This design comes from an exercise in tuning for small area, a short achievable clock period and few clock cycles per item on the open sky130 flow, not from production work.
Only simulation tests tie the RTL to the original design; equivalence was not proved.
Power is estimated from default activity; no workload was simulated.

--- standard.sh ---
#!/bin/bash
# synth_recipe.tcl (not shown) runs the flow's synth.tcl, then flattens the netlist and writes it again
# the make line also repeats each setting of config.mk as NAME=value (left out here)
make -C /OpenROAD-flow-scripts/flow DESIGN_CONFIG=/design/flow/config.mk WORK_HOME=/design/flow/orfs CLKGATE_MAP_FILE= SYNTH_SCRIPT=/design/flow/synth_recipe.tcl "${@:-finish}"
--- design.v ---
module alarm_sched (
    input  wire        clk,
    input  wire        rst,
    input  wire        cmd_valid,
    input  wire [63:0] cmd,
    output wire        cmd_ready,
    output reg         rsp_valid,
    output reg  [31:0] rsp_data,
    output wire [2:0]  rsp_fault,
    output wire        rsp_pend
);
    localparam [7:0] OP_RESET = 8'h01;
    localparam [7:0] OP_SEC   = 8'h03;
    localparam [7:0] OP_CLASS = 8'h18;
    localparam [7:0] OP_AINIT = 8'h20;
    localparam [7:0] OP_ASERV = 8'h21;
    localparam [7:0] OP_ASET  = 8'h22;
    localparam [7:0] OP_AGET  = 8'h23;
    localparam [7:0] OP_TSET  = 8'h24;
    localparam [7:0] OP_TGET  = 8'h25;
    localparam [2:0] F_NONE    = 3'd0;
    localparam [2:0] F_ILLEGAL = 3'd1;
    localparam [2:0] F_RANGE   = 3'd2;
    localparam [2:0] F_ARM_OVF = 3'd3;
    localparam [9:0]  DAY_HI    = 10'd675;         
    localparam [24:0] LAST_BASE = 25'd33554250;    
    localparam [24:0] PREV_BASE = 25'd33553575;    
    localparam [9:0]  LAST_FREE = 10'd182;         
    function automatic [32:0] radd(input [31:0] a, input [31:0] b, input ci);
        integer n;
        reg c;
        begin
            c = ci;
            for (n = 0; n < 32; n = n + 1) begin
                radd[n] = a[n] ^ b[n] ^ c;
                c = (a[n] & b[n]) | (c & (a[n] ^ b[n]));
            end
            radd[32] = c;
        end
    endfunction
    function automatic rge(input [31:0] a, input [31:0] b);
        integer n;
        reg c;
        begin
            c = 1'b1;
            for (n = 0; n < 32; n = n + 1)
                c = (a[n] & ~b[n]) | (c & ~(a[n] ^ b[n]));
            rge = c;
        end
    endfunction
    function automatic sum_eq(input [31:0] a, input [31:0] b, input [31:0] s);
        integer n;
        reg k, e;
        begin
            k = 1'b0;
            e = 1'b1;
            for (n = 0; n < 32; n = n + 1) begin
                e = e & ~(a[n] ^ b[n] ^ s[n] ^ k);
                k = (a[n] & b[n]) | ((a[n] | b[n]) & ~s[n]);
            end
            sum_eq = e;
        end
    endfunction
    reg        rdy;
    reg        rst_q;
    reg        cq_v;
    reg  [7:0] cq_op;
    reg        cq_z1;          
    reg        cq_z2;          
    reg  [2:0] cq_a;           
    reg [31:0] cq_b;           
    assign cmd_ready = rdy;
    wire acc       = cmd_valid & rdy;
    wire acc_multi = acc & (cmd[63:62] == 2'b00) & (cmd[60:57] == 4'b0000) &
                     (cmd[61] ^ cmd[56]);
    always @(posedge clk) begin
        cq_op <= cmd[63:56];
        cq_z1 <= |cmd[55:45];
        cq_z2 <= |cmd[44:35];
        cq_a  <= cmd[34:32];
        cq_b  <= cmd[31:0];
        rst_q <= rst;
        cq_v  <= acc & ~rst;
    end
    reg [31:0] cnt;
    reg [16:0] off;
    reg        en, pend, sun;
    reg [24:0] day_base;
    reg [2:0]  nxt_dow;
    reg [2:0]  fault;
    reg [16:0] tbl_s [0:6];
    reg [6:0]  tbl_v;
    reg [6:0]  tbl_b;
    reg [1:0]  ph;              
    reg        mleg;            
    reg [9:0]  dr;              
    reg [2:0]  dq;              
    reg        hv;              
    assign rsp_fault = fault;
    assign rsp_pend  = pend;
    wire b_zero = (cq_b == 32'd0);
    wire a_zero = (cq_a == 3'd0);
    wire z_hi   = cq_z1 | cq_z2;
    wire is_reset = cq_op == OP_RESET;
    wire is_sec   = cq_op == OP_SEC;
    wire is_class = cq_op == OP_CLASS;
    wire is_ainit = cq_op == OP_AINIT;
    wire is_aserv = cq_op == OP_ASERV;
    wire is_aset  = cq_op == OP_ASET;
    wire is_aget  = cq_op == OP_AGET;
    wire is_tset  = cq_op == OP_TSET;
    wire is_tget  = cq_op == OP_TGET;
    wire multi    = is_ainit | is_reset;
    wire legal =
        ((is_reset | is_sec | is_ainit | is_aserv | is_tget) & ~z_hi & a_zero & b_zero) |
        ((is_class | is_tset) & ~z_hi & a_zero) |
        (is_aset & ~z_hi) |
        (is_aget & ~z_hi & b_zero);
    wire day7     = (cq_a == 3'd7);
    wire secs_big = rge(cq_b, 32'd86400);
    reg [2:0] class_code;
    always @* begin
        if (b_zero)
            class_code = 3'd3;
        else if (rge(cq_b, 32'd950) && rge(32'd1250, cq_b))
            class_code = 3'd0;
        else if (rge(cq_b, 32'd2050) && rge(32'd2350, cq_b))
            class_code = 3'd1;
        else if (rge(cq_b, 32'd13350) && rge(32'd13650, cq_b))
            class_code = 3'd2;
        else
            class_code = 3'd4;
    end
    wire        lo_now  = cq_v & multi & hv;
    wire [31:0] div_src = (cq_v & is_tset) ? cq_b : cnt;
    reg  [10:0] r_w;
    reg  [2:0]  q_w;
    reg  [7:0]  bits_w;
    reg  [3:0]  t_w;
    reg  [32:0] d_w;
    integer     j;
    always @* begin
        if (ph == 2'd0 && !lo_now) begin
            r_w    = {2'b00, div_src[31:23]};
            q_w    = 3'd0;
            bits_w = div_src[22:15];
        end else begin
            r_w    = {1'b0, dr};
            q_w    = dq;
            bits_w = cnt[14:7];
        end
        for (j = 7; j >= 0; j = j - 1) begin
            r_w = {r_w[9:0], bits_w[j]};
            d_w = radd({21'd0, r_w}, ~32'd675, 1'b1);
            if (d_w[32]) begin
                r_w = d_w[10:0];
                t_w = {q_w, 1'b1};
            end else begin
                t_w = {q_w, 1'b0};
            end
            q_w = (t_w[3] | (&t_w[2:0])) ? t_w[2:0] + 3'd1 : t_w[2:0];
        end
    end
    wire [2:0] rd_idx = (ph == 2'd2) ? dq : cq_op[1] ? cq_a : nxt_dow;
    reg [16:0] rd_raw;
    reg        rd_v, rd_b;
    always @* begin
        case (rd_idx)
            3'd0: rd_raw = tbl_s[0];
            3'd1: rd_raw = tbl_s[1];
            3'd2: rd_raw = tbl_s[2];
            3'd3: rd_raw = tbl_s[3];
            3'd4: rd_raw = tbl_s[4];
            3'd5: rd_raw = tbl_s[5];
            default: rd_raw = tbl_s[6];
        endcase
        rd_v = tbl_v[rd_idx];
        rd_b = tbl_b[rd_idx];
    end
    wire [14:0] cy   = rd_raw[16:2];
    wire [32:0] cs1a = radd({28'd0, cy[3:0]}, {28'd0, cy[7:4]}, 1'b0);
    wire [32:0] cs1b = radd({28'd0, cy[11:8]}, {29'd0, cy[14:12]}, 1'b0);
    wire [32:0] cs1  = radd({27'd0, cs1a[4:0]}, {27'd0, cs1b[4:0]}, 1'b0);
    wire [32:0] cs2  = radd({28'd0, cs1[3:0]}, {30'd0, cs1[5:4]}, 1'b0);
    wire        c15  = cs2[4] | (&cs2[3:0]);
    wire [3:0]  cmod = c15 ? cs2[3:0] + 4'd1 : cs2[3:0];
    wire [32:0] cyb  = radd({17'd0, cy}, ~{28'd0, cmod}, 1'b1);
    wire [16:0] rd_boot = {cyb[14:0], 2'b00};
    wire [16:0] rd    = ~rd_v ? 17'd0 : rd_b ? rd_boot : rd_raw;
    wire        rd_nz = |rd;
    wire [16:0] sod      = {dr, cnt[6:0]};
    wire [32:0] bn_w     = radd({7'd0, cnt[31:7]}, ~{22'd0, dr}, 1'b1);
    wire [24:0] base_now = bn_w[24:0];
    wire        ai_sun   = rd_nz & rge({15'd0, rd}, {15'd0, sod});
    wire        ai_hit   = ai_sun & (rd == sod);
    wire [16:0] ai_w     = ai_sun ? rd : 17'd86400;
    wire        ai_ovf   = (base_now == LAST_BASE) & rge({22'd0, ai_w[16:7]}, {22'd0, LAST_FREE});
    wire [2:0]  ai_dow   = (dq == 3'd6) ? 3'd0 : dq + 3'd1;
    wire [32:0] bi_w     = radd({7'd0, day_base}, {22'd0, DAY_HI}, 1'b0);
    wire [24:0] base_inc = bi_w[24:0];
    wire [16:0] sv_w     = (sun | ~rd_nz) ? 17'd86400 : rd;
    wire [16:0] sv_add   = sun ? 17'd0 : sv_w;      
    wire        sv_hit   = (cnt[6:0] == sv_add[6:0]) &
                           sum_eq({7'd0, base_inc}, {22'd0, sv_add[16:7]}, {7'd0, cnt[31:7]});
    wire        sv_ovf   = sun ? (day_base == LAST_BASE)
                               : (day_base == LAST_BASE) |
                                 ((day_base == PREV_BASE) & rge({22'd0, sv_w[16:7]}, {22'd0, LAST_FREE}));
    wire [2:0]  sv_dow   = (nxt_dow == 3'd6) ? 3'd0 : nxt_dow + 3'd1;
    wire [32:0] tg_w     = radd({7'd0, day_base}, {22'd0, off[16:7]}, 1'b0);
    wire [32:0] ci_w     = radd(cnt, 32'd0, 1'b1);
    wire [31:0] cnt_inc  = ci_w[31:0];
    wire        sec_hit  = en & (cnt_inc == {tg_w[24:0], off[6:0]});
    wire one   = cq_v & (ph == 2'd0);             
    wire ok    = (fault == F_NONE);
    wire start = one & multi;
    wire fin   = (ph == 2'd2);                     
    wire sv_go = one & is_aserv & pend;            
    reg [2:0] op_fault;
    always @* begin
        op_fault = F_NONE;
        if (!legal)
            op_fault = F_ILLEGAL;
        else if ((is_aset & (day7 | secs_big)) | (is_aget & day7))
            op_fault = F_RANGE;
        else if (is_aserv & pend & sv_ovf)
            op_fault = F_ARM_OVF;
    end
    wire good = ok & (op_fault == F_NONE);         
    reg [1:0] ph_n;
    always @* begin
        ph_n = 2'd0;
        if (start) ph_n = hv ? 2'd2 : 2'd1;
        else if (ph == 2'd1) ph_n = 2'd2;
    end
    integer k;
    always @(posedge clk) begin
        if (rst) begin
            ph  <= 2'd0;
            rdy <= 1'b1;
            rsp_valid <= 1'b0;
        end else begin
            ph  <= ph_n;
            rdy <= ~acc_multi & (ph_n != 2'd1);
            rsp_valid <= (one & ~multi) | fin;
        end
        if (start)
            mleg <= legal;
        if (ph != 2'd2) begin
            dr <= r_w[9:0];
            dq <= q_w;
        end
        hv <= (ph == 2'd0) & ~(cq_v & (is_sec | multi)) & ~rst_q;
        rsp_data <= 32'd0;
        if (one & good) begin
            if (is_tget)  rsp_data <= cnt;
            if (is_aget)  rsp_data <= {15'd0, rd};
            if (is_class) rsp_data <= {29'd0, class_code};
            if (sv_go)    rsp_data <= sun ? 32'd1 : 32'd2;
        end
        if (one & is_sec)
            cnt <= cnt_inc;
        if (one & is_tset)
            cnt <= cq_b;
        if (one & is_aset) begin
            for (k = 0; k < 7; k = k + 1)
                if (cq_a == k) begin
                    tbl_s[k] <= cq_b[16:0];
                    tbl_v[k] <= 1'b1;
                    tbl_b[k] <= 1'b0;
                end
        end
        if (start & is_reset)
            tbl_b <= 7'h7f;
        if (one & is_sec & sec_hit)
            en <= 1'b0;
        if (sv_go) begin
            en  <= ~sv_hit;
            off <= sv_w;
            sun <= ~sun & rd_nz;
            if (~sun) begin
                day_base <= base_inc;
                nxt_dow  <= sv_dow;
            end
        end
        if (fin) begin
            en       <= ~ai_hit;
            off      <= ai_w;
            sun      <= ai_sun;
            day_base <= base_now;
            nxt_dow  <= ai_dow;
        end
        if (one & ok & ~multi) begin
            if (op_fault != F_NONE)
                fault <= op_fault;
            else if (is_sec & sec_hit)
                pend <= 1'b1;
            else if (sv_go)
                pend <= sv_hit;
        end
        if (start & ok & ~legal)
            fault <= F_ILLEGAL;
        if (fin & ok & mleg) begin
            if (ai_ovf)
                fault <= F_ARM_OVF;
            else
                pend <= ai_hit;
        end
        if (rst_q) begin
            cnt   <= 32'd0;
            en    <= 1'b0;
            pend  <= 1'b0;
            fault <= F_NONE;
            tbl_v <= 7'd0;
            tbl_b <= 7'd0;
        end
    end
endmodule
--- flow/run.sh ---
#!/bin/bash
# The standard layout, with the full and half adder cells kept out of the
# design (the platform's other don't-use cells are still appended by its
# config).  Without fa/ha cells ORFS skips extract_fa and abc maps the
# arithmetic itself, which gives both a smaller and a faster netlist than
# ripple chains of fa/ha cells.
set -euo pipefail
cat >> config.mk <<'EOC'
export DONT_USE_CELLS = sky130_fd_sc_hd__ha_1 sky130_fd_sc_hd__ha_2 sky130_fd_sc_hd__ha_4 sky130_fd_sc_hd__fa_1 sky130_fd_sc_hd__fa_2 sky130_fd_sc_hd__fa_4
EOC
bash standard.sh finish > flow_make.log 2>&1
--- constraint.sdc ---
create_clock -name core_clock -period 45.0 [get_ports {clk}]
set_input_delay 9.0000 -clock core_clock [delete_from_list [all_inputs] [get_ports {clk}]]
set_output_delay 9.0000 -clock core_clock [all_outputs]
set_load 0.01 [all_outputs]
--- config.mk ---
export PLATFORM = sky130hd
export DESIGN_NAME = alarm_sched
export DESIGN_NICKNAME = alarm_sched
export VERILOG_FILES = /design/flow/design.v
export SDC_FILE = /design/flow/constraint.sdc
export NUM_CORES = 4
export LEC_CHECK = 0
export ABC_AREA = 1
export CAP_MARGIN = 20
export CORE_MARGIN = 2
export CORE_UTILIZATION = 40
export SLEW_MARGIN = 20
export DONT_USE_CELLS = sky130_fd_sc_hd__ha_1 sky130_fd_sc_hd__ha_2 sky130_fd_sc_hd__ha_4 sky130_fd_sc_hd__fa_1 sky130_fd_sc_hd__fa_2 sky130_fd_sc_hd__fa_4
==> impl_metrics.py <==
metrics = {
    "drt": {
        "routed-via-count": 18270,
        "drtIter0Drc": 1863,
        "routedWlPerCell_um": 19.2,
        "routed_wl_um": 65600,
        "firstDrtPassIters": 6,
        "drtAntennaViolNets": 0,
        "drc_errors": 0,
        "via_per_inst": 5.35,
    },
    "clock_tree": {
        "cts_tree": "built",
        "cts_hold_buf": 0,
        "htree_num_levels": 2,
        "cts.sinks": 314,
        "cts_buffer_depth": 3,
        "post_cts_resized": 0,
        "post-cts-setup-buffers": 0,
        "numCtsBuffers": 38,
        "root_buffer": "clkbuf_16",
        "clkSlewWorstSetupHoldPaths_ps": 70,
        "clk_latency_ps": 590,
    },
    "logic_synthesis": {
        "yosysTopAreaCell": "edfxtp_1",
        "synth_ff_type": "edfxtp_1",
        "synth_cell_type_count": 61,
        "synth_top_area_share_pct": 27.6,
        "syn_nets": 2723,
        "syn_area_sq_um": 19500,
        "synthesis.instances": 2656,
        "avgSynthCellArea_sq_um": 7.33,
        "synth-seq-area-share_pct": 41.5,
        "synthTopCellsByArea": "edfxtp_1 28%, dfxtp_1 14%, nand2_1 14%, inv_1 7.1%, nor2_1 6.0%",
        "synth-async-reset-ratio_pct": 0,
        "ys_ff_latch": 314,
        "yosysWarnings": 2,
        "synth_edf_count": 179,
    },
    "run_status": {
        "status": "timing/DRC/antenna clean",
    },
    "setup_path": {
        "worst-r2r-cell-count": 57,
        "crit_path_end_kind": "register",
        "crit_type": "reg2reg",
        "reg2reg_from": "ph[0]",
        "crit_path_end": "rsp_data[12]",
        "cp_common_cell": "nand2_1",
        "critical-path-top-delay-family": "simple AND/OR/NAND/NOR gates",
        "worst-path-buf-inv": 6,
        "crit-reg2reg-capture": "rsp_data[12]",
        "worst-path-max-fanout": 47,
        "cpPeakStageDelay_ps": 890,
        "r2r_slack_ps": 33540,
        "slowest_stage": "nor3_2",
        "worstPathArrival_ps": 11970,
        "cp-start-kind": "register",
        "cp.required_ps": 45510,
        "crit_start": "ph[0]",
        "timing.critical_path.depth": 57,
    },
    "floorplanning": {
        "core_sq_um": 47800,
        "io_pins": 105,
        "std_cell_rows": 80,
        "die_width_um": 225,
        "die_h_um": 225,
        "dieArea_sq_um": 50400,
        "initial_utilization_pct": 40.7,
    },
    "placed_design": {
        "dp_hpwl_um": 49800,
        "dp_slack_ps": 33720,
        "port_buffers": 104,
        "gp_congestion": 0.986,
    },
    "power_and_ir_drop": {
        "swShare_pct": 29.9,
        "combPwrFrac_pct": 16.9,
        "p_total_w": 0.000751,
        "powerDensity_nw_per_um2": 33.5,
        "p_leak_nw": 9.77,
        "clock_power_share_pct": 41.7,
        "p_sw_w": 0.000225,
        "p_seq_share_pct": 41.5,
        "p_int_w": 0.000527,
        "ir_drop_v": 0.0000268,
    },
    "sta": {
        "worst_slew_pin_slew_ps": 1070,
        "rsz0062_at_grt": "no",
        "min_period_ps": 11460,
        "slew_headroom_pct": 28.6,
        "setup_viol": 0,
        "final-hold-violation-count": 0,
        "period_share_pct": 25.5,
        "fin_ws_ps": 33540,
        "hold_ws_ps": 451,
        "clock.fmax_ghz": 0.0872,
        "finalClockSkew_ps": 40.8,
        "setup_tns_ps": 0,
        "maxSlewViolCount": 0,
    },
    "grt": {
        "track_usage_pct": 25.8,
        "antenna_found_initial": 1,
        "overflow": 0,
        "grt_max_degree": 48,
        "grt_pass1_wl_um": 99800,
        "grt_pass1_vias": 17056,
    },
    "finish": {
        "area_growth_pct": 15.3,
        "fillers": 4755,
        "fin_util_pct": 46.9,
        "drive_gt1_share_pct": 7.28,
        "final_nets": 2838,
        "num_antenna_cells": 0,
    },
    "min_path": {
        "hold_path_class": "reg2reg",
    },
    "job": {
        "maxCapViolCount": 0,
    },
}
## flip-flops by register name (all words and copies together) (netlist names), 2 cells and up
signal    count
tbl_s       119
cnt          32
cq_b         32
rsp_data     32
day_base     25
off          17
dr           10
cq_op         8
tbl_b         7
tbl_v         7
cq_a          3
dq            3
fault         3
nxt_dow       3
ph            2
## through the flow
step	std cells	instance area [sq um]
after CTS	3416	22400
final	3416	22400
after global routing	3416	22400
after floorplan	2656	19500
after detailed placement	3346	21200
after global placement	3346	21200
## worst register-to-register path, delay by kind of cell (launching register included)
kind / cells / cell delay (ps)
DFF: 1 / 330
xor gates and xnor gates: 3 / 580
buffers and inverters: 6 / 1570
AOI/OAI and AO/OA: 10 / 2360
and+or+nand+nor: 38 / 6570
## synthesized netlist by cell type (4+ instances only)
library cell    n
nand3_2         6
nand4_1        58
or2_2           9
clkinv_1        5
a22oi_1        41
o21a_1         15
inv_2          25
edfxtp_1      179
dfxtp_1       135
o31ai_1         4
a211oi_1        6
nand2_1       700
xor2_1         95
nor2_1        309
nor2_2          9
a21oi_1        64
o21ai_1        31
o22ai_1        18
o211ai_1        7
maj3_1          8
nand2_4        20
nor3_1         36
o21ai_0       113
nor4_1         29
nand3b_1       16
buf_6           7
buf_2           7
a31oi_1        27
nand3_1       136
clkbuf_1       29
xnor2_1        56
a221oi_1        4
inv_1         366
nand2_2        40
## placed cells by master (no fill, tap or decap), types with 5 or more instances in the layout
cell	Yosys	routed
clkinvlp_4	0	5
clkbuf_8	0	5
inv_2	25	25
nor2_1	309	309
nand2_1	700	699
maj3_1	8	8
o21a_1	15	15
dfxtp_1	135	135
xnor2_1	56	56
o22ai_1	18	18
a22oi_1	41	41
o21ai_1	31	32
nor2_2	9	9
edfxtp_1	179	179
buf_4	2	20
nor3_1	36	36
inv_1	366	366
nand2_2	40	41
o211ai_1	7	7
a31oi_1	27	27
nand2_4	20	20
o21ai_0	113	111
nand3_1	136	136
clkbuf_16	0	38
clkdlybuf4s50_1	0	104
a21oi_1	64	64
nand3_2	6	6
xor2_1	95	95
clkinv_1	5	9
nand3b_1	16	16
nor4_1	29	29
or2_2	9	9
nand4_1	58	58
clkinv_4	0	5
a211oi_1	6	6
## logic make-up (layout without fill, tap and decap cells)
| group | Yosys count | count (layout) | synth area share, % |
|---|---|---|---|
| and+or+nand+nor | 1376 | 1376 | 30.9 |
| buffers and inverters | 445 | 590 | 9.00 |
| AOI/OAI and AO/OA | 359 | 359 | 11.1 |
| DFF | 314 | 314 | 41.5 |
| xor gates and xnor gates | 154 | 154 | 7.08 |
| adders and majority gates | 8 | 8 | 0.412 |
## power by group through the flow
stage	clock [W]	sequential, W	combinational, W
6_report	0.000313	0.000312	0.000127
5_1_grt	0.000328	0.000312	0.000143
4_1_cts	0.000317	0.000311	0.000125
3_5_place_dp	0	0.000318	0.000125
3_3_place_gp	0	0.000318	0.000125
2_1_floorplan	0	0.000315	0.0000910
## cell type report
| cell class | count | area [sq um] | area share (%) |
|---|---|---|---|
| Clock buffer | 47 | 1030 | 4.61 |
| Clock inverter | 23 | 239 | 1.06 |
| Inverter | 396 | 1490 | 6.62 |
| Multi-Input combinational cell | 1897 | 9640 | 43.0 |
| Sequential cell | 314 | 8080 | 36.0 |
| Tap cell | 615 | 769 | 3.43 |
| Timing Repair Buffer | 124 | 1190 | 5.31 |
## layer usage
layer	global-route usage [%]	vias up	wire length, um
met2	39.6	696	28400
met3	3.93	86	5220
met4	6.56	2	1480
li1	-	8919	-
met5	0	-	10
met1	37.9	8567	30400
## worst min-delay path by stage
stage	start	to	slack [ps]	cells past startpoint
floorplan	hv	ph[0]	410	1
global placement	rdy	cq_v	440	2
detailed placement	rdy	cq_v	450	2
CTS	rdy	cq_v	460	2
global route	rdy	cq_v	480	2
finish	rdy	cq_v	450	2
Testbench counts, summed over its fixed seeds: cycles 19,959, ops 19,200.

==> afterwards: timing with drivers on the ports <==
No port has a modelled driver above. Below, the same layout with a new extraction and two added sets of constraints. Step 1 assumes that a clkbuf_16 drives the clock port and a buf_2 every other input. Step 2 also shifts input and output timing later by t, the mid clock arrival at the registers, as if the neighbouring blocks saw the same clock. Slacks: ideal ports / drivers / drivers and shift; pairs: ideal ports / drivers.
t, ns: 0.621
setup WS [ns]: 33.537 / 33.537 / 33.537
worst data-port slew with drivers (ns): 0.06
After both steps setup and hold are still met in this run. The setup slack of this run moves by 0.000 ns with the drivers and by 0.000 ns with both steps.
